This design comes from an exercise in tuning for small area, a short achievable clock period and few clock cycles per item on the open sky130 flow, not from production work. The RTL was checked by simulation tests, not by an equivalence proof against the original design. No activity file was given, so power comes from the tool's default toggle rates.

--- design/flow/design.v ---
module rfid_tag_decoder (
    input  wire        clk,
    input  wire        rst_n,
    input  wire        rx_valid,
    input  wire [7:0]  rx_data,
    output reg         dec_valid,
    output reg  [1:0]  dec_status,
    output wire [39:0] dec_id
);
    localparam [1:0] ST_OK       = 2'd0;
    localparam [1:0] ST_FRAMING  = 2'd1;
    localparam [1:0] ST_ENCODING = 2'd2;
    localparam [1:0] ST_CHECKSUM = 2'd3;
    reg [3:0]  pos;
    reg [39:0] idb;      
    reg [7:0]  acc;      
    wire       is_dec = (rx_data[7:4] == 4'h3) && (rx_data[3:0] <= 4'h9);
    wire       is_af  = (rx_data[7:4] == 4'h4) && (rx_data[3:0] != 4'h0) && (rx_data[3:0] <= 4'h6);
    wire       is_hex = is_dec || is_af;
    wire [3:0] nib    = is_dec ? rx_data[3:0] : (rx_data[3:0] + 4'd9);
    assign dec_id = idb;
    wire digit_pos = (pos != 4'd0) && (pos <= 4'd12);
    wire take      = rx_valid && digit_pos && is_hex;
    integer i;
    always @(posedge clk) begin
        if (take) begin
            for (i = 1; i <= 10; i = i + 1)
                if (pos == i) idb[43-4*i -: 4] <= nib;
            if (pos[0]) acc[7:4] <= acc[7:4] ^ nib;
            else        acc[3:0] <= acc[3:0] ^ nib;
        end
        if (rx_valid && pos == 4'd0)
            acc <= 8'h00;
    end
    always @(posedge clk) begin
        if (!rst_n) begin
            pos       <= 4'd0;
            dec_valid <= 1'b0;
        end else begin
            dec_valid <= 1'b0;
            if (rx_valid) begin
                if (pos == 4'd0) begin
                    if (rx_data == 8'h02) begin
                        pos <= 4'd1;
                    end else begin
                        dec_valid  <= 1'b1;
                        dec_status <= ST_FRAMING;
                    end
                end else if (pos <= 4'd12) begin
                    if (!is_hex) begin
                        dec_valid  <= 1'b1;
                        dec_status <= ST_ENCODING;
                        pos        <= 4'd0;
                    end else begin
                        pos <= pos + 4'd1;
                    end
                end else if (pos == 4'd13) begin
                    if (rx_data == 8'h0D) begin
                        pos <= 4'd14;
                    end else begin
                        dec_valid  <= 1'b1;
                        dec_status <= ST_FRAMING;
                        pos        <= 4'd0;
                    end
                end else if (pos == 4'd14) begin
                    if (rx_data == 8'h0A) begin
                        pos <= 4'd15;
                    end else begin
                        dec_valid  <= 1'b1;
                        dec_status <= ST_FRAMING;
                        pos        <= 4'd0;
                    end
                end else begin
                    dec_valid <= 1'b1;
                    pos       <= 4'd0;
                    if (rx_data != 8'h03)
                        dec_status <= ST_FRAMING;
                    else if (acc != 8'h00)
                        dec_status <= ST_CHECKSUM;
                    else
                        dec_status <= ST_OK;
                end
            end
        end
    end
endmodule
module rfid_store #(
    parameter CAPACITY    = 16,
    parameter TIME_UNIT_S = 3600,
    parameter NV_ADDR_W   = 16
) (
    input  wire                 clk,
    input  wire                 rst_n,
    input  wire                 cmd_valid,
    input  wire [63:0]          cmd_data,
    output wire                 cmd_ready,
    output reg                  rsp_valid,
    output reg  [3:0]           rsp_code,
    output wire [7:0]           rsp_info,
    output reg                  rsp_flag,
    output wire                 st_init,
    output wire [3:0]           st_fault,
    output wire [7:0]           st_count,
    output reg                  nv_req,
    output reg                  nv_we,
    output wire [NV_ADDR_W-1:0] nv_addr,
    output reg  [7:0]           nv_wdata,
    input  wire                 nv_ack,
    input  wire                 nv_err,
    input  wire [7:0]           nv_rdata
);
    localparam [22:0] QMAX = 23'd4294967;    
    localparam [9:0]  RMAX = 10'd295;        
    localparam [3:0] OP_INIT    = 4'h1;
    localparam [3:0] OP_ADVANCE = 4'h2;
    localparam [3:0] OP_CHECK   = 4'h3;
    localparam [3:0] OP_ADD     = 4'h4;
    localparam [3:0] OP_CLEAR   = 4'h5;
    localparam [3:0] RC_OK       = 4'h0;
    localparam [3:0] RC_ALLOWED  = 4'h1;
    localparam [3:0] RC_DENIED   = 4'h2;
    localparam [3:0] RC_UNKNOWN  = 4'h3;
    localparam [3:0] RC_ILLEGAL  = 4'h8;
    localparam [3:0] RC_NOT_INIT = 4'h9;
    localparam [3:0] RC_NV_FAULT = 4'hA;
    localparam [3:0] RC_LOAD     = 4'hB;
    localparam [3:0] RC_FAULTED  = 4'hC;
    localparam [3:0] S_IDLE  = 4'd0;
    localparam [3:0] S_VICT  = 4'd3;
    localparam [3:0] S_VEND  = 4'd4;
    localparam [3:0] S_ANV   = 4'd5;
    localparam [3:0] S_FW1   = 4'd7;
    localparam [3:0] S_FOLD  = 4'd8;
    localparam [3:0] S_IR1   = 4'd9;
    localparam [3:0] S_ICNT  = 4'd10;
    localparam [3:0] S_ILOAD = 4'd11;
    localparam [3:0] S_CLR   = 4'd12;
    localparam [3:0] S_CMD   = 4'd13;
    reg [39:0]        t_id [0:15];
    reg [7:0]         t_h  [0:15];
    reg [23:0]        t_k  [0:15];
    reg [9:0]         t_rl [0:15];
    reg [9:0]         t_cr [0:15];
    reg        initialized;
    reg [3:0]  fault;
    reg [4:0]  num;
    reg [31:0] nowr;           
    reg [22:0] qn;             
    reg [9:0]  rn;             
    reg [3:0]  state;
    reg        rdy;
    reg [39:0] c_id;           
    reg [7:0]  c_h;
    reg        c_r;
    reg [3:0]  c_op;
    reg        c_legal;
    reg [15:0] m;              
    reg [4:0]  sc;             
    reg [3:0]  s;              
    reg        evicted;
    reg [4:0]  info;
    reg [6:0]  addr;
    reg [2:0]  bi;
    reg [4:0]  ln;
    reg [3:0]  lk;
    assign cmd_ready = rdy;
    assign st_init   = initialized;
    assign st_fault  = fault;
    assign st_count  = {3'b000, num};
    assign rsp_info  = {3'b000, info};
    assign nv_addr   = {{(NV_ADDR_W-7){1'b0}}, addr};
    wire [3:0]  w_op  = cmd_data[3:0];
    wire [31:0] w_now = cmd_data[47:16];
    wire [39:0] w_id  = cmd_data[55:16];
    wire        z_lo  = cmd_data[15:5] == 11'd0;
    wire        z_b4  = !cmd_data[4];
    wire        z_h8  = cmd_data[63:56] == 8'd0;
    wire        z_h16 = z_h8 && (cmd_data[55:48] == 8'd0);
    wire        z_now = cmd_data[47:16] == 32'd0;
    reg         w_legal;
    always @(*) begin
        case (w_op)
            OP_INIT:    w_legal = z_lo && z_h16;
            OP_ADVANCE: w_legal = z_lo && z_b4 && z_h16;
            OP_CHECK:   w_legal = z_lo && z_b4 && z_h8;
            OP_ADD:     w_legal = z_lo && z_b4;
            OP_CLEAR:   w_legal = z_lo && z_b4 && z_h16 && z_now;
            default:    w_legal = 1'b0;
        endcase
    end
    reg         upd;
    wire [31:0] now_eff = upd ? c_id[31:0] : nowr;
    wire        w_wrap  = w_now < now_eff;
    wire adv_fast = (w_op == OP_ADVANCE) && z_lo && z_b4 && z_h16 &&
                    (fault == 4'd0) && initialized;
    wire [15:0] live;
    wire [15:0] w_match;
    genvar g;
    generate
        for (g = 0; g < 16; g = g + 1) begin : g_live
            assign live[g]    = num > g;
            assign w_match[g] = live[g] && (t_id[g] == w_id);
        end
    endgenerate
    wire [15:0] sel   = m;
    wire        found = |m;
    wire [15:0] m_low = m & ~(m - 16'd1);
    wire        multi = two_set(m);
    function two_set(input [15:0] v);
        reg [15:0] a, t;
        integer w, k;
        begin
            a = v;
            t = 16'd0;
            for (w = 8; w >= 1; w = w / 2)
                for (k = 0; k < w; k = k + 1) begin
                    t[k] = t[2*k] | t[2*k+1] | (a[2*k] & a[2*k+1]);
                    a[k] = a[2*k] | a[2*k+1];
                end
            two_set = t[0];
        end
    endfunction
    reg [3:0]   sel_i;
    reg [23:0]  r_k;
    reg [9:0]   r_rl, r_cr;
    reg [7:0]   r_h;
    integer j;
    always @(*) begin
        sel_i = 4'd0;
        r_k   = 24'd0;
        r_rl  = 10'd0;
        r_cr  = 10'd0;
        r_h   = 8'd0;
        for (j = 0; j < 16; j = j + 1) begin
            sel_i = sel_i | ({4{sel[j]}} & j[3:0]);
            r_k   = r_k   | ({24{sel[j]}} & t_k[j]);
            r_rl  = r_rl  | ({10{sel[j]}} & t_rl[j]);
            r_cr  = r_cr  | ({10{sel[j]}} & t_cr[j]);
            r_h   = r_h   | ({8{sel[j]}} & t_h[j]);
        end
    end
    wire [33:0] r_kx  = {11'b0, r_k[22:0]};
    wire [33:0] chk_d = {2'b0, nowr} - (r_kx << 10) + (r_kx << 4) + (r_kx << 3)
                      - {24'b0, r_rl};
    wire chk_ok = r_k[23] || (r_k[22:0] <= QMAX && !chk_d[33]);
    wire [28:0] np = c_id[31:3];
    wire [27:0] qsum = {2'b0, np[28:3]} + {8'b0, np[28:9]} + {9'b0, np[28:10]}
                     + {13'b0, np[28:14]} + {16'b0, np[28:17]} + {19'b0, np[28:20]}
                     + {20'b0, np[28:21]} + {22'b0, np[28:23]} + {23'b0, np[28:24]}
                     + {24'b0, np[28:25]} + {26'b0, np[28:27]};
    reg  [22:0] qe;
    reg         dv2;               
    reg         cm;                
    reg         upd_h, dv2_h;          
    reg  [22:0] qw;
    reg  [9:0]  rw;
    wire [10:0] r_est = nowr[10:0] + {qe[0], 10'b0} + {qe[6:0], 4'b0} + {qe[7:0], 3'b0};
    wire        r_ge  = r_est >= 11'd1000;
    wire        q_ok  = !(upd || dv2 || cm);
    function [25:0] x3600(input [7:0] h);
        x3600 = ({18'b0, h} << 12) - ({18'b0, h} << 9) + ({18'b0, h} << 4);
    endfunction
    reg               f_v;
    reg [3:0]         f_i;
    reg [23:0]        f_k;
    wire [11:0]        s_t    = {2'b0, r_cr} + {2'b0, rn} - {2'b0, r_rl};    
    reg                f_b;         
    reg                f_neg;       
    reg                f_big;       
    reg [9:0]          f_sr;        
    reg [19:0]        f_r;         
    wire [25:0]        f_kun  = {{2{f_k[23]}}, f_k} - {3'b0, qn} + {3'b0, qw}
                                + {25'b0, f_neg} - {25'b0, f_big};
    wire [25:0]        k_sat  = {6'b0, f_r} - {3'b0, QMAX} + {3'b0, qw};
    wire               f_sat  = ({~f_kun[25], f_kun[24:0]} < {~k_sat[25], k_sat[24:0]}) ||
                                ((f_kun == k_sat) && (f_sr > RMAX));
    wire [9:0]         f_crn  = f_sat ? RMAX : f_sr;
    wire [25:0]        v_val  = {6'b0, f_r} - {{2{f_k[23]}}, f_k} - {25'b0, f_b};
    reg [25:0]         v_best;
    reg [3:0]          v_bi;
    wire               v_take = (f_i == 4'd0) || ({~v_val[25], v_val[24:0]} > {~v_best[25], v_best[24:0]});
    reg        pw_v;               
    reg [3:0]  pw_i;
    reg [7:0]  pw_h;
    reg        aw_v;               
    reg        ld_v;               
    reg [2:0]  ld_lane;
    reg [3:0]  ld_i;
    reg [7:0]  ld_d;
    reg        idw;                
    reg        we_t, we_h;
    reg [4:0]  we_id;
    reg [3:0]  w_i;
    reg [39:0] wd_id;
    reg [7:0]  wd_h;
    reg [23:0]  wd_k;
    reg [9:0]  wd_rl, wd_cr;
    reg [7:0]  w_hs;
    reg [25:0]  w_ys;
    wire fold_w = (state == S_FOLD) && f_v;
    wire pw_go  = pw_v && q_ok;
    always @(*) begin
        we_t  = 1'b0;
        we_h  = 1'b0;
        we_id = 5'd0;
        w_i   = s;
        wd_id = c_id;
        wd_h  = c_h;
        wd_rl = rn;
        wd_cr = RMAX;
        w_hs  = c_h;
        w_ys  = {3'b0, qn} - {3'b0, QMAX};
        if (fold_w) begin
            we_t  = 1'b1;
            w_i   = f_i;
            wd_rl = rw;
            wd_cr = f_crn;
        end else if (ld_v) begin
            w_i   = ld_i;
            wd_id = {5{ld_d}};
            wd_h  = ld_d;
            wd_rl = 10'd0;
            w_hs  = ld_d;
            w_ys  = 26'd0 - {3'b0, QMAX};
            if (ld_lane == 3'd5) begin
                we_h = 1'b1;
                we_t = 1'b1;
            end else begin
                we_id = 5'b10000 >> ld_lane;
            end
        end else if (idw) begin
            we_id = 5'b11111;
        end else if (aw_v) begin
            we_h  = 1'b1;
            we_t  = 1'b1;
        end else if (pw_go) begin
            we_t  = 1'b1;
            w_i   = pw_i;
            wd_cr = 10'd0;
            w_hs  = pw_h;
            w_ys  = {3'b0, qn};
        end
        wd_k = fold_w ? (f_sat ? k_sat[23:0] : f_kun[23:0]) : (x3600(w_hs) + w_ys);
    end
    generate
        for (g = 0; g < 16; g = g + 1) begin : g_tab
            wire hit = (w_i == g);
            always @(posedge clk) begin
                if (hit && we_id[4]) t_id[g][39:32] <= wd_id[39:32];
                if (hit && we_id[3]) t_id[g][31:24] <= wd_id[31:24];
                if (hit && we_id[2]) t_id[g][23:16] <= wd_id[23:16];
                if (hit && we_id[1]) t_id[g][15:8]  <= wd_id[15:8];
                if (hit && we_id[0]) t_id[g][7:0]   <= wd_id[7:0];
                if (hit && we_h)     t_h[g]  <= wd_h;
                if (hit && we_t) begin
                    t_k[g]  <= wd_k;
                    t_rl[g] <= wd_rl;
                    t_cr[g] <= wd_cr;
                end
            end
        end
    endgenerate
    function [6:0] rec_base(input [3:0] k);
        rec_base = {1'b0, k, 2'b00} + {2'b0, k, 1'b0} + 7'd1;
    endfunction
    always @(posedge clk) begin
        f_i    <= sel_i;
        f_k    <= r_k;
        f_b    <= rn < r_rl;
        f_neg  <= s_t[11];
        f_big  <= !s_t[11] && (s_t >= 12'd1000);
        f_sr   <= s_t[11] ? s_t[9:0] + 10'd1000 : ((s_t >= 12'd1000) ? s_t[9:0] - 10'd1000 : s_t[9:0]);
        f_r    <= x3600(r_h);
        if (upd) begin
            nowr <= c_id[31:0];
            qe   <= qsum[26:4];
        end
        if (dv2 && dv2_h) begin
            qw <= qe + {22'b0, r_ge};
            rw <= r_ge ? r_est[9:0] - 10'd1000 : r_est[9:0];
        end
        if (dv2 && !dv2_h) begin
            qn <= qe + {22'b0, r_ge};
            rn <= r_ge ? r_est[9:0] - 10'd1000 : r_est[9:0];
        end
        if (rdy) begin
            c_id <= w_id;
            c_h  <= cmd_data[63:56];
            c_r  <= cmd_data[4];
            c_op <= w_op;
            c_legal <= w_legal;
            m    <= w_match;
            rsp_code <= RC_OK;
            info     <= num;
            rsp_flag <= w_wrap;
        end
        ld_v <= 1'b0;
        aw_v <= 1'b0;
        idw  <= 1'b0;
        if (!rst_n) begin
            state       <= S_IDLE;
            rdy         <= 1'b1;
            initialized <= 1'b0;
            fault       <= 4'd0;
            num         <= 5'd0;
            rsp_valid   <= 1'b0;
            nv_req      <= 1'b0;
            upd         <= 1'b0;
            dv2         <= 1'b0;
            cm          <= 1'b0;
            upd_h       <= 1'b0;
            dv2_h       <= 1'b0;
            pw_v        <= 1'b0;
            f_v         <= 1'b0;
        end else begin
            rsp_valid <= 1'b0;
            upd       <= 1'b0;
            upd_h     <= 1'b0;
            dv2       <= upd;
            dv2_h     <= upd_h;
            if (dv2 && dv2_h)
                cm <= 1'b1;
            f_v <= 1'b0;
            if (pw_go)
                pw_v <= 1'b0;
            case (state)
            S_IDLE: begin
                if (cmd_valid) begin
                    if (adv_fast) begin
                        upd       <= 1'b1;
                        rsp_valid <= 1'b1;
                        if (w_wrap && num != 5'd0) begin
                            upd_h <= 1'b1;
                            rdy   <= 1'b0;
                            state <= S_FW1;
                        end
                    end else begin
                        rdy   <= 1'b0;
                        state <= S_CMD;
                    end
                end
            end
            S_CMD: begin
                if (fault != 4'd0) begin
                    respond(RC_FAULTED, 5'd0, 1'b0);
                end else if (!c_legal) begin
                    raise_fault(RC_ILLEGAL);
                end else if (c_op != OP_INIT && !initialized) begin
                    raise_fault(RC_NOT_INIT);
                end else begin
                    case (c_op)
                    OP_INIT: begin
                        upd      <= 1'b1;
                        nv_req   <= 1'b1;
                        nv_we    <= c_r;
                        addr     <= 7'd0;
                        nv_wdata <= 8'h00;
                        state    <= c_r ? S_IR1 : S_ICNT;
                    end
                    OP_CLEAR: begin
                        num      <= 5'd0;
                        nv_req   <= 1'b1;
                        nv_we    <= 1'b1;
                        addr     <= 7'd0;
                        nv_wdata <= 8'h00;
                        state    <= S_CLR;
                    end
                    OP_CHECK: begin
                        if (multi) begin
                            m <= m_low;
                        end else if (!pw_v) begin
                            if (!found) begin
                                respond(RC_UNKNOWN, 5'd0, 1'b0);
                            end else if (chk_ok) begin
                                respond(RC_ALLOWED, {1'b0, sel_i}, 1'b0);
                                pw_v    <= 1'b1;
                                pw_i    <= sel_i;
                                pw_h    <= r_h;
                            end else begin
                                respond(RC_DENIED, {1'b0, sel_i}, 1'b0);
                            end
                        end
                    end
                    OP_ADD: begin
                        if (multi) begin
                            m <= m_low;
                        end else if (!pw_v) begin
                            if (found) begin
                                s       <= sel_i;
                                evicted <= 1'b0;
                                idw     <= 1'b1;
                                nv_start(rec_base(sel_i));
                            end else if (num != 5'd16) begin
                                s       <= num[3:0];
                                evicted <= 1'b0;
                                num     <= num + 5'd1;
                                idw     <= 1'b1;
                                nv_start(rec_base(num[3:0]));
                            end else if (!upd && !cm) begin    
                                m     <= 16'd1;
                                sc    <= 5'd0;
                                state <= S_VICT;
                            end
                        end
                    end
                    default: begin
                        rdy   <= 1'b1;
                        state <= S_IDLE;
                    end
                    endcase
                end
            end
            S_VICT: begin
                if (sc != 5'd16) begin
                    m   <= {m[14:0], 1'b0};
                    sc  <= sc + 5'd1;
                    f_v <= 1'b1;
                end
                if (f_v) begin
                    if (v_take) begin
                        v_best <= v_val;
                        v_bi   <= f_i;
                    end
                    if (f_i == 4'd15) begin
                        s       <= v_take ? f_i : v_bi;
                        evicted <= 1'b1;
                        state   <= S_VEND;
                    end
                end
            end
            S_VEND: begin
                idw <= 1'b1;
                nv_start(rec_base(s));
            end
            S_ANV: begin
                if (nv_err) begin
                    nv_req <= 1'b0;
                    raise_fault(RC_NV_FAULT);
                end else if (nv_ack) begin
                    bi   <= bi + 3'd1;
                    addr <= addr + 7'd1;
                    case (bi)
                    3'd0: nv_wdata <= c_id[31:24];
                    3'd1: nv_wdata <= c_id[23:16];
                    3'd2: nv_wdata <= c_id[15:8];
                    3'd3: nv_wdata <= c_id[7:0];
                    3'd4: nv_wdata <= c_h;
                    3'd5: begin addr <= 7'd0; nv_wdata <= {3'b000, num}; end
                    default: begin
                        nv_req <= 1'b0;
                        aw_v   <= 1'b1;
                        respond(RC_OK, {1'b0, s}, evicted);
                    end
                    endcase
                end
            end
            S_FW1: begin
                if (!pw_v) begin    
                    m     <= 16'd1;
                    sc    <= 5'd0;
                    state <= S_FOLD;
                end
            end
            S_FOLD: begin
                if (sc != num) begin
                    m   <= {m[14:0], 1'b0};
                    sc  <= sc + 5'd1;
                    f_v <= 1'b1;
                end
                if (f_v && ({1'b0, f_i} == num - 5'd1)) begin
                    qn    <= qw;
                    rn    <= rw;
                    cm    <= 1'b0;
                    rdy   <= 1'b1;
                    state <= S_IDLE;
                end
            end
            S_IR1: begin
                if (nv_err) begin
                    nv_req <= 1'b0;
                    raise_fault(RC_NV_FAULT);
                end else if (nv_ack) begin
                    nv_req      <= 1'b0;
                    num         <= 5'd0;
                    initialized <= 1'b1;
                    respond(RC_OK, 5'd0, 1'b1);
                end
            end
            S_ICNT: begin
                if (nv_err) begin
                    nv_req <= 1'b0;
                    raise_fault(RC_NV_FAULT);
                end else if (nv_ack) begin
                    if (nv_rdata > 8'd16) begin
                        nv_req <= 1'b0;
                        raise_fault(RC_LOAD);
                    end else if (nv_rdata == 8'd0) begin
                        nv_req      <= 1'b0;
                        num         <= 5'd0;
                        initialized <= 1'b1;
                        respond(RC_OK, 5'd0, 1'b0);
                    end else begin
                        ln    <= nv_rdata[4:0];
                        lk    <= 4'd0;
                        bi    <= 3'd0;
                        addr  <= 7'd1;
                        state <= S_ILOAD;
                    end
                end
            end
            S_ILOAD: begin
                if (nv_err) begin
                    nv_req <= 1'b0;
                    raise_fault(RC_NV_FAULT);
                end else if (nv_ack) begin
                    addr    <= addr + 7'd1;
                    ld_v    <= 1'b1;
                    ld_d    <= nv_rdata;
                    ld_lane <= bi;
                    ld_i    <= lk;
                    if (bi == 3'd5) begin
                        bi <= 3'd0;
                        lk <= lk + 4'd1;
                        if ({1'b0, lk} == ln - 5'd1) begin
                            nv_req      <= 1'b0;
                            num         <= ln;
                            initialized <= 1'b1;
                            respond(RC_OK, ln, 1'b0);
                        end
                    end else begin
                        bi <= bi + 3'd1;
                    end
                end
            end
            S_CLR: begin
                if (nv_err) begin
                    nv_req <= 1'b0;
                    raise_fault(RC_NV_FAULT);
                end else if (nv_ack) begin
                    nv_req <= 1'b0;
                    respond(RC_OK, 5'd0, 1'b0);
                end
            end
            default: begin
                state <= S_IDLE;
                rdy   <= 1'b1;
            end
            endcase
        end
    end
    task nv_start(input [6:0] a);
        begin
            nv_req   <= 1'b1;
            nv_we    <= 1'b1;
            addr     <= a;
            nv_wdata <= c_id[39:32];
            bi       <= 3'd0;
            state    <= S_ANV;
        end
    endtask
    task respond(input [3:0] code, input [4:0] inf, input flag);
        begin
            rsp_valid <= 1'b1;
            rsp_code  <= code;
            info      <= inf;
            rsp_flag  <= flag;
            rdy       <= 1'b1;
            state     <= S_IDLE;
        end
    endtask
    task raise_fault(input [3:0] code);
        begin
            fault <= code;
            respond(code, 5'd0, 1'b0);
        end
    endtask
endmodule
module rfidmeter_core (
    input  wire        clk,
    input  wire        rst_n,
    input  wire        rx_valid,
    input  wire [7:0]  rx_data,
    output wire        rx_ready,
    output wire        dec_valid,
    output wire [1:0]  dec_status,
    output wire [39:0] dec_id,
    input  wire        cmd_valid,
    input  wire [63:0] cmd_data,
    output wire        cmd_ready,
    output wire        rsp_valid,
    output wire [3:0]  rsp_code,
    output wire [7:0]  rsp_info,
    output wire        rsp_flag,
    output wire        st_init,
    output wire [3:0]  st_fault,
    output wire [7:0]  st_count,
    output wire        nv_req,
    output wire        nv_we,
    output wire [15:0] nv_addr,
    output wire [7:0]  nv_wdata,
    input  wire        nv_ack,
    input  wire        nv_err,
    input  wire [7:0]  nv_rdata
);
    assign rx_ready = 1'b1;
    rfid_tag_decoder u_dec (
        .clk        (clk),
        .rst_n      (rst_n),
        .rx_valid   (rx_valid),
        .rx_data    (rx_data),
        .dec_valid  (dec_valid),
        .dec_status (dec_status),
        .dec_id     (dec_id)
    );
    rfid_store #(
        .CAPACITY    (16),
        .TIME_UNIT_S (3600),
        .NV_ADDR_W   (16)
    ) u_store (
        .clk       (clk),
        .rst_n     (rst_n),
        .cmd_valid (cmd_valid),
        .cmd_data  (cmd_data),
        .cmd_ready (cmd_ready),
        .rsp_valid (rsp_valid),
        .rsp_code  (rsp_code),
        .rsp_info  (rsp_info),
        .rsp_flag  (rsp_flag),
        .st_init   (st_init),
        .st_fault  (st_fault),
        .st_count  (st_count),
        .nv_req    (nv_req),
        .nv_we     (nv_we),
        .nv_addr   (nv_addr),
        .nv_wdata  (nv_wdata),
        .nv_ack    (nv_ack),
        .nv_err    (nv_err),
        .nv_rdata  (nv_rdata)
    );
endmodule
--- design/flow/flow/run.sh ---
#!/bin/bash
set -euo pipefail
bash standard.sh SETUP_SLACK_MARGIN=22.5 TNS_END_PERCENT=100 finish > standard_make.log 2>&1
--- design/flow/standard.sh ---
#!/bin/bash
# synth_recipe.tcl (not shown) runs the flow's synth.tcl, then flattens the netlist and writes it again
# the make line also repeats each setting of config.mk as NAME=value (left out here)
make -C /OpenROAD-flow-scripts/flow DESIGN_CONFIG=/design/flow/config.mk WORK_HOME=/design/flow/orfs CLKGATE_MAP_FILE= SYNTH_SCRIPT=/design/flow/synth_recipe.tcl "${@:-finish}"
--- design/flow/config.mk ---
export PLATFORM = sky130hd
export DESIGN_NAME = rfidmeter_core
export DESIGN_NICKNAME = rfidmeter_core
export VERILOG_FILES = /design/flow/design.v
export SDC_FILE = /design/flow/constraint.sdc
export NUM_CORES = 4
export LEC_CHECK = 0
export ABC_AREA = 1
export CAP_MARGIN = 20
export CORE_MARGIN = 2
export CORE_UTILIZATION = 40
export CTS_CLUSTER_DIAMETER = 100
export CTS_CLUSTER_SIZE = 22
export SLEW_MARGIN = 20
--- design/flow/constraint.sdc ---
create_clock -name core_clock -period 30.0 [get_ports {clk}]
set_input_delay 6.0000 -clock core_clock [delete_from_list [all_inputs] [get_ports {clk}]]
set_output_delay 6.0000 -clock core_clock [all_outputs]
set_load 0.01 [all_outputs]
==> results of run 1 <==
## power by group through the flow
stage	sequential, mW	clock (mW)	combinational [mW]
final	3.60	1.63	8.67
after global placement	3.67	0	8.11
after CTS	3.60	1.65	8.48
after floorplan	3.58	0	5.75
after detailed placement	3.67	0	8.29
after global routing	3.61	1.73	9.74
## path summary, 6_finish.rpt
check,to,slack (ns),cells past startpoint
hold / removal,u_store.dv2_h$_SDFF_PN0_,0.44,2
setup / recovery,u_store.m[0]$_DFF_P_,22.38,13
setup reg to reg,u_store.t_k[5][22]$_DFFE_PP_,22.66,29
hold reg to reg,u_store.dv2_h$_SDFF_PN0_,0.44,2
## Yosys cell counts (54+ instances only)
master,instances,area (um^2)
sky130_fd_sc_hd__a21oi_1,360,1800
sky130_fd_sc_hd__a221oi_1,54,473
sky130_fd_sc_hd__a22o_1,61,534
sky130_fd_sc_hd__buf_1,55,206
sky130_fd_sc_hd__clkbuf_1,199,747
sky130_fd_sc_hd__dfxtp_1,187,3740
sky130_fd_sc_hd__edfxtp_1,1719,51600
sky130_fd_sc_hd__fa_1,136,2720
sky130_fd_sc_hd__ha_1,485,6070
sky130_fd_sc_hd__inv_1,1006,3780
sky130_fd_sc_hd__nand2_1,1903,7140
sky130_fd_sc_hd__nand3_1,260,1300
sky130_fd_sc_hd__nand4_1,189,1180
sky130_fd_sc_hd__nor2_1,627,2350
sky130_fd_sc_hd__nor3_1,136,681
sky130_fd_sc_hd__nor4_1,82,513
sky130_fd_sc_hd__o21ai_0,486,2430
sky130_fd_sc_hd__o22ai_1,106,663
sky130_fd_sc_hd__or2_2,54,338
sky130_fd_sc_hd__xnor2_1,201,1760
sky130_fd_sc_hd__xor2_1,337,2950
## sequential cells by signal, summed over array words and instances (netlist names), 8 cells and up
name / count
u_store.qe: 23
u_store.t_h: 128
u_store.nowr: 32
u_store.qn: 23
u_store.t_k: 384
u_dec.acc: 8
u_store.t_rl: 160
u_store.rn: 10
u_store.m: 16
u_store.ld_d: 8
u_store.v_best: 26
u_store.t_cr: 160
u_store.c_id: 40
u_store.f_k: 24
u_store.nv_wdata: 8
u_store.f_sr: 10
u_store.t_id: 640
u_store.qw: 23
u_store.pw_h: 8
u_store.rw: 10
u_dec.idb: 40
u_store.f_r: 16
u_store.c_h: 8
## cell families (layout without fill, tap and decap cells)
family                     count (synthesis)  count (layout)  synth area share
and+or+nand+nor                         3350            3351             0.148
DFF                                     1906            1906             0.571
AOI/OAI and AO/OA                       1416            1416            0.0896
buffers and inverters                   1317            1924            0.0520
adders and majority gates                622             622            0.0908
xor gates and xnor gates                 538             538            0.0486
other                                      2              44         0.0000775
muxes                                      1               1          0.000103
## final cells by class
class	instances	area, um^2
multi-input cells	5945	38900
diodes	27	67.6
fillers	21800	128000
repair inverters	9	109
clock inverters	23	353
inverters	1029	4200
well taps	3185	3990
repair buffers	698	7090
flip-flops and latches	1906	55400
clock buffers	165	2920
## through the flow
stage / hold slack [ns] / util / total power [mW] / std cells
6_report: 0.436 / 0.469 / 13.9 / 13000
5_1_grt: 0.458 / 0.469 / 15.1 / 13000
4_1_cts: 0.439 / 0.462 / 13.7 / 12900
3_5_place_dp: 0.419 / 0.431 / 12.0 / 12400
3_3_place_gp: 0.403 / 0.431 / 11.8 / 12400
2_1_floorplan: 0.390 / - / 9.33 / 9167
## timing repair
item | in CTS | in global routing
endpoints found under the setup margin | 726 | 614
gates resized for setup | 789 | 272
pin swaps | 101 | 148
cloned | 14 | 10
buffers inserted | 224 | 77
## layer usage
metal  track usage  wire [um]
met1         0.410     152000
met2         0.476     173000
met3        0.0590      41100
met4         0.170      25900
met5             0         80
## worst reg2reg max path: cells and delay by family, from the launching register on
family          cells  cell delay (ns)
xor+xnor            1             0.27
compound gates      3             0.63
fa+ha+maj           3             1.05
simple gates       17             3.36
buf+inv             5             1.25
flops               1             0.56
==> reports/qor.csv, run 1 <==
stage,metric,value,unit
critical_path,regToRegStartpoint,u_store.state[2]$_SDFFE_PN0P_,
timing,drv_slew,0,
clocking,clock-sinks,1906,
timing,finalHoldViolCount,0,
clocking,insertion_delay,0.83,ns
timing,grt_setup_unrepaired,yes,
synthesis,synth_async_sr_flop_share,0,
routing,drt_pre_antenna_iters,6,
global_route,first_global_vias,70700,
timing,fin_skew,0.0802,ns
placed_design,dp_slack,20.10,ns
critical_path,timing.critical_path.from,cmd_data[37],
routing,detailroute.via_count,75700,
timing,worst_pin_slew,1.24,ns
synthesis,synth_flop_cell,sky130_fd_sc_hd__edfxtp_1,
synthesis,synth.lib_cells_used.distinct,78,
timing,final_period_minus_worst_setup_slack,7.62,ns
routing,drcViolationCount,0,
routing,avgViaCountPerCell,5.83,
clocking,total_cts_buffers,105,
die,placeableCoreArea,241000,um^2
hold_path,holdCritPathClass,reg -> reg,
cells_and_area,mostFrequentLayoutCell,sky130_fd_sc_hd__nand2_1,
critical_path,cp_slowest_stage_delay,0.57,ns
die,die-height,496,um
power,power.share.sequential,0.259,
timing,fmax,131,MHz
critical_path,critical_path.endpoint_type,register,
global_route,grt.total_usage,0.309,
die,floorplan.io_pins,184,
job,count_of_max_cap_constraint_violations,0,
timing,report.final.setup_viol,0,
routing,dr.first_iter.drc_count,9820,
critical_path,timing_worst_setup_path_type,in -> reg,
synthesis,netlist_area,96900,um^2
die,rows,180,
placed_design,place_area,104000,um^2
power,switchingPower,6.78,mW
die,floorplan.initialDensity,0.403,
clocking,clk_root_buffer_cell,sky130_fd_sc_hd__clkbuf_16,
synthesis,synth_edf_count,1719,
routing,routed_wire_length_per_instance,30.2,um
routing,totalWireLength,392000,um
power,vdd_ir_drop_max,0.000278,V
placed_design,placement.io_buffers,166,
critical_path,path_buf_inv,7,
critical_path,crit_path_cell_trace,buf_6 -> buf_12 -> clkinv_8 -> buf_12 -> buf_16 -> buf_12 -> buf_4 -> o21ai_0 -> a211oi_1 -> nand4_1 -> nor4_2 -> a22oi_1 -> o21ai_0,
power,cellInternalPower,7.13,mW
critical_path,crit_path_frequent_cell,sky130_fd_sc_hd__buf_12,
power,power_frac_clock,0.117,
routing,ant_nets,0,
placed_design,post-dp-hpwl,264000,um
cells_and_area,final_cell_mix,"1861 x sky130_fd_sc_hd__nand2_1, 1719 x sky130_fd_sc_hd__edfxtp_1, 962 x sky130_fd_sc_hd__inv_1",
die,die_span_x,496,um
clocking,cts_max_path_bufs,3,
cells_and_area,drive_gt1_frac,0.129,
synthesis,netlist_instances,9152,
cells_and_area,layout.cell_area.non_filler,113000,um^2
critical_path,maximum_fanout_count_along_the_critical_path,5,
synthesis,yosys_warnings,7,
global_route,grt_total_ovfl,0,
cells_and_area,final_nets,10400,
die,die_area,246000,um^2
power,power_switching_share,0.488,
hold_path,min-delay-start,u_store.upd_h$_SDFF_PN0_,
synthesis,synth_sequential_area_ratio,0.571,
outcome,outcome,"complete, no violations",
global_route,grt_pass1_wl,536000,um
critical_path,critPathLaunchType,primary input,
global_route,antenna_found_initial,29,
critical_path,crit_family,simple AND/OR/NAND/NOR gates,
global_route,largest_net_degree_at_the_start_of_global_routing,89,
critical_path,cpMaxStageDelayCell,sky130_fd_sc_hd__nand4_1,
synthesis,synthesis.area_per_instance,10.6,um^2
critical_path,critical_path_arrival,8.37,ns
clocking,cts_max_level,3,
placed_design,place.gp.congestion,1.02,
timing,crit_path_setup_slack_layout,22.38,ns
power,power.combinational.fraction,0.623,
power,power_density_relative_to_cell_area,123,nW/um^2
timing,final.period_utilization,0.254,
synthesis,ys_seq_elements,1906,
critical_path,required,30.75,ns
timing,timing.setup.tns,0,ns
cells_and_area,area_growth,16.6,%
clocking,cts_tree,built,
timing,max_slew_margin,0.173,
clocking,cts.hold.buffers_added,0,
clocking,clk_transition_reported_paths,0.10,ns
power,total_leakage_power,43.8,nW
Testbench counts, summed over its fixed seeds: cycles 15,593, commands 4,800.
==> inputs of run 2 (changes only) <==
==> design/flow/flow/run.sh (replaced) <==
#!/bin/bash
set -euo pipefail
bash standard.sh SETUP_SLACK_MARGIN=22.3 TNS_END_PERCENT=100 finish > standard_make.log 2>&1
--- a/design/flow/config.mk
+++ b/design/flow/config.mk
@@ -7,3 +7,2 @@
 export LEC_CHECK = 0
-export ABC_AREA = 1
 export CAP_MARGIN = 20
==> reports/qor.csv, run 2 <==
stage,metric,value,unit
synthesis,netlist_area,94100,um^2
die,placeableCoreArea,235000,um^2
synthesis,synth_sequential_area_ratio,0.588,
clocking,clk_transition_reported_paths,0.10,ns
timing,finalHoldViolCount,0,
cells_and_area,finalNonFillerCells,10900,
die,floorplan.initialDensity,0.401,
synthesis,synth-compound-area-share,0.104,
critical_path,timing_worst_setup_path_type,in -> reg,
cells_and_area,area_growth,11.5,%
global_route,antenna_found_initial,23,
timing,final_period_minus_worst_setup_slack,7.88,ns
hold_path,holdCritPathClass,reg -> reg,
power,vdd_ir_drop_max,0.000156,V
job,count_of_max_cap_constraint_violations,0,
synthesis,synth_fa_ha_area_frac,0.0941,
synthesis,main_combinational_cell_family_by_area_after_synthesis,compound AO/OA/AOI/OAI gates,
die,die_area,239000,um^2
synthesis,synth_xor_xnor_area_share,0.0828,
synthesis,netlist_instances,7410,
outcome,outcome,"complete, no violations",
cells_and_area,mostFrequentLayoutCell,sky130_fd_sc_hd__edfxtp_1,
synthesis,ys_seq_elements,1906,
critical_path,maximum_fanout_count_along_the_critical_path,5,
cells_and_area,final_nets,8332,
critical_path,critical_path_arrival,8.65,ns
clocking,insertion_delay,0.83,ns
die,die-height,489,um
placed_design,post-dp-hpwl,222000,um
routing,drt_pre_antenna_iters,9,
synthesis,synth_async_sr_flop_share,0,
cells_and_area,final_cell_mix,"1719 x sky130_fd_sc_hd__edfxtp_1, 511 x sky130_fd_sc_hd__xnor2_1, 480 x sky130_fd_sc_hd__inv_1",
critical_path,critical_path.endpoint_type,register,
clocking,clock-sinks,1906,
routing,totalWireLength,345000,um
routing,detailroute.via_count,65900,
cells_and_area,max_flop_register,u_store.t_id,
routing,dr.first_iter.drc_count,8940,
die,floorplan.io_pins,184,
synthesis,synthesis.area_per_instance,12.7,um^2
cells_and_area,number_of_flip_flops_in_the_largest_register,640,
synthesis,synth_flop_cell,sky130_fd_sc_hd__edfxtp_1,
synthesis,post-synth-top-count-cell,sky130_fd_sc_hd__edfxtp_1,
routing,ant_nets,0,
clocking,clk_root_buffer_cell,sky130_fd_sc_hd__clkbuf_16,
die,rows,178,
placed_design,place.gp.congestion,0.962,
die,die_span_x,489,um
cells_and_area,drive_gt1_frac,0.0828,
power,total_leakage_power,37.6,nW
routing,routed_wire_length_per_instance,31.7,um
clocking,cts_max_path_bufs,3,
global_route,grt_total_ovfl,0,
synthesis,synth.lib_cells_used.distinct,98,
clocking,cts_tree,built,
critical_path,critPathLaunchType,primary input,
clocking,cts_max_level,3,
timing,worst_pin_slew,1.36,ns
synthesis,synth.top_cell.area_share,0.549,
routing,avgViaCountPerCell,6.05,
timing,grt_setup_unrepaired,yes,
timing,max_slew_margin,0.0881,
synthesis,synth_edf_count,1719,
timing,fmax,127,MHz
routing,drcViolationCount,0,
synthesis,cell_types_with_the_largest_area_share_after_synthesis,"sky130_fd_sc_hd__edfxtp_1 55%, sky130_fd_sc_hd__ha_1 6.4%, sky130_fd_sc_hd__xnor2_1 4.8%, sky130_fd_sc_hd__dfxtp_1 4.0%, sky130_fd_sc_hd__xor2_1 3.5%",
clocking,total_cts_buffers,104,
power,power_density_relative_to_cell_area,77.1,nW/um^2
timing,fin_skew,0.0852,ns
synthesis,yosys-mux-area-fraction,0.00641,
synthesis,yosys.area_share.simple,0.0909,
critical_path,required,30.76,ns
timing,timing.setup.tns,0,ns
power,post_layout_total_power,8.10,mW
cells_and_area,reg_top3,"u_store.t_id (640), u_store.t_k (384)",
timing,drv_slew,0,
timing,final.period_utilization,0.263,
synthesis,yosys_warnings,7,
placed_design,placement.io_buffers,166,
timing,report.final.setup_viol,0,
placed_design,placed_cells,10600,
global_route,largest_net_degree_at_the_start_of_global_routing,67,
synthesis,synth_common_cells,"1719 x sky130_fd_sc_hd__edfxtp_1, 513 x sky130_fd_sc_hd__xnor2_1, 485 x sky130_fd_sc_hd__ha_1",
global_route,first_global_vias,63000,
global_route,grt.total_usage,0.282,
cells_and_area,core_occupancy_in_the_finished_layout,0.448,
global_route,grt_pass1_wl,476000,um
synthesis,netlist.top_cell.by_area,sky130_fd_sc_hd__edfxtp_1,
[run 2: per-layer routing]
metal	wire, um	track usage
met5	51	0
met4	21200	0.141
met3	36300	0.0551
met2	153000	0.440
met1	134000	0.374
[run 2: cells by family (layout without fill, tap and decap cells)]
kind of cell / Yosys count / in the layout
AOI/OAI and AO/OA: 1384 / 1385
xor gates and xnor gates: 890 / 890
adders and majority gates: 627 / 627
buffers and inverters: 799 / 1087
DFF: 1906 / 1906
muxes: 60 / 60
other: 2 / 30
and+or+nand+nor: 1742 / 1743
[run 2: where the power goes]
| part | total [mW] | leakage [nW] | switching [mW] | internal (mW) |
|---|---|---|---|---|
| clock | 1.62 | 1.55 | 0.927 | 0.691 |
| combinational | 3.01 | 18.9 | 1.89 | 1.12 |
| sequential | 3.47 | 17.2 | 0.0799 | 3.39 |
[run 2: metrics by stage]
step	hold WS, ns	area [um^2]	setup slack, ns
6_report	0.478	105000	22.12
5_1_grt	0.514	105000	22.06
4_1_cts	0.481	104000	22.09
3_3_place_gp	0.455	100000	20.56
3_5_place_dp	0.447	100000	20.62
2_1_floorplan	0.412	94300	21.85
[run 2: cell type report]
type | instances | area [um^2]
flip-flops and latches | 1906 | 55400
fillers | 21200 | 130000
diodes | 13 | 32.5
clock inverters | 21 | 334
clock buffers | 175 | 2930
inverters | 485 | 1820
well taps | 3150 | 3940
multi-input cells | 4722 | 36800
repair buffers | 406 | 3680
[run 2: what timing repair did]
action | 4_1_cts | 5_1_grt
hold buffers | 0 | 0
buffers inserted | 26 | 25
setup endpoints to repair | 721 | 728
pin swaps | 10 | 30
resized for setup | 221 | 121
cloned | 2 | 5
[run 2: worst max-delay path, cell delays in order]
cell,delay (ns)
sky130_fd_sc_hd__buf_2,0.12
sky130_fd_sc_hd__buf_12,0.14
sky130_fd_sc_hd__ha_4,0.23
sky130_fd_sc_hd__a21o_1,0.16
sky130_fd_sc_hd__a21o_1,0.18
sky130_fd_sc_hd__a21o_1,0.17
sky130_fd_sc_hd__a21o_1,0.18
sky130_fd_sc_hd__a21o_1,0.18
sky130_fd_sc_hd__a21oi_2,0.13
sky130_fd_sc_hd__nor2b_2,0.07
sky130_fd_sc_hd__o311ai_4,0.44
sky130_fd_sc_hd__nand3b_1,0.21
sky130_fd_sc_hd__a21oi_4,0.24
sky130_fd_sc_hd__mux2i_1,0.20
[run 2: final timing paths]
path	slack (ns)	from	cells after the start	end
hold / removal	0.48	u_store.upd_h$_SDFF_PN0_	1	u_store.dv2_h$_SDFF_PN0_
setup / recovery	22.12	cmd_data[25]	14	u_store.state[3]$_SDFFE_PN0P_
hold reg to reg	0.48	u_store.upd_h$_SDFF_PN0_	1	u_store.dv2_h$_SDFF_PN0_
setup reg to reg	22.47	u_store.qn[1]$_DFF_P_	32	u_store.t_k[3][22]$_DFFE_PP_

-- static timing again, ports no longer ideal --
The results above use ideal ports. As a check the final layouts listed here were re-extracted and re-timed, cells and wires unchanged.
Step 1: set_driving_cell puts a clkbuf_16 on clk and a buf_2 on each other input, an assumption about the parent block.
Step 2 also shifts input and output timing later by t, the mid clock arrival at the registers, as if the neighbouring blocks saw the same clock.
Slacks: no drivers / after step 1 / after step 2; pairs: no drivers / after step 1.
run | t (ns) | setup slack, ns | latest minus earliest clock arrival (ns) | worst register clock-pin slew, ns | cell pins on the clock port's net
run 1 | 0.883 | 22.376 / 22.438 / 21.555 | 0.085 / 0.085 | 0.10 / 0.10 | 1
run 2 | 0.873 | 22.117 / 22.178 / 21.305 | 0.093 / 0.094 | 0.11 / 0.11 | 1
After both steps every run listed still meets setup and hold. For run 1, which loses most, drivers alone change the setup slack by +0.062 ns; drivers and shift together by -0.821 ns.
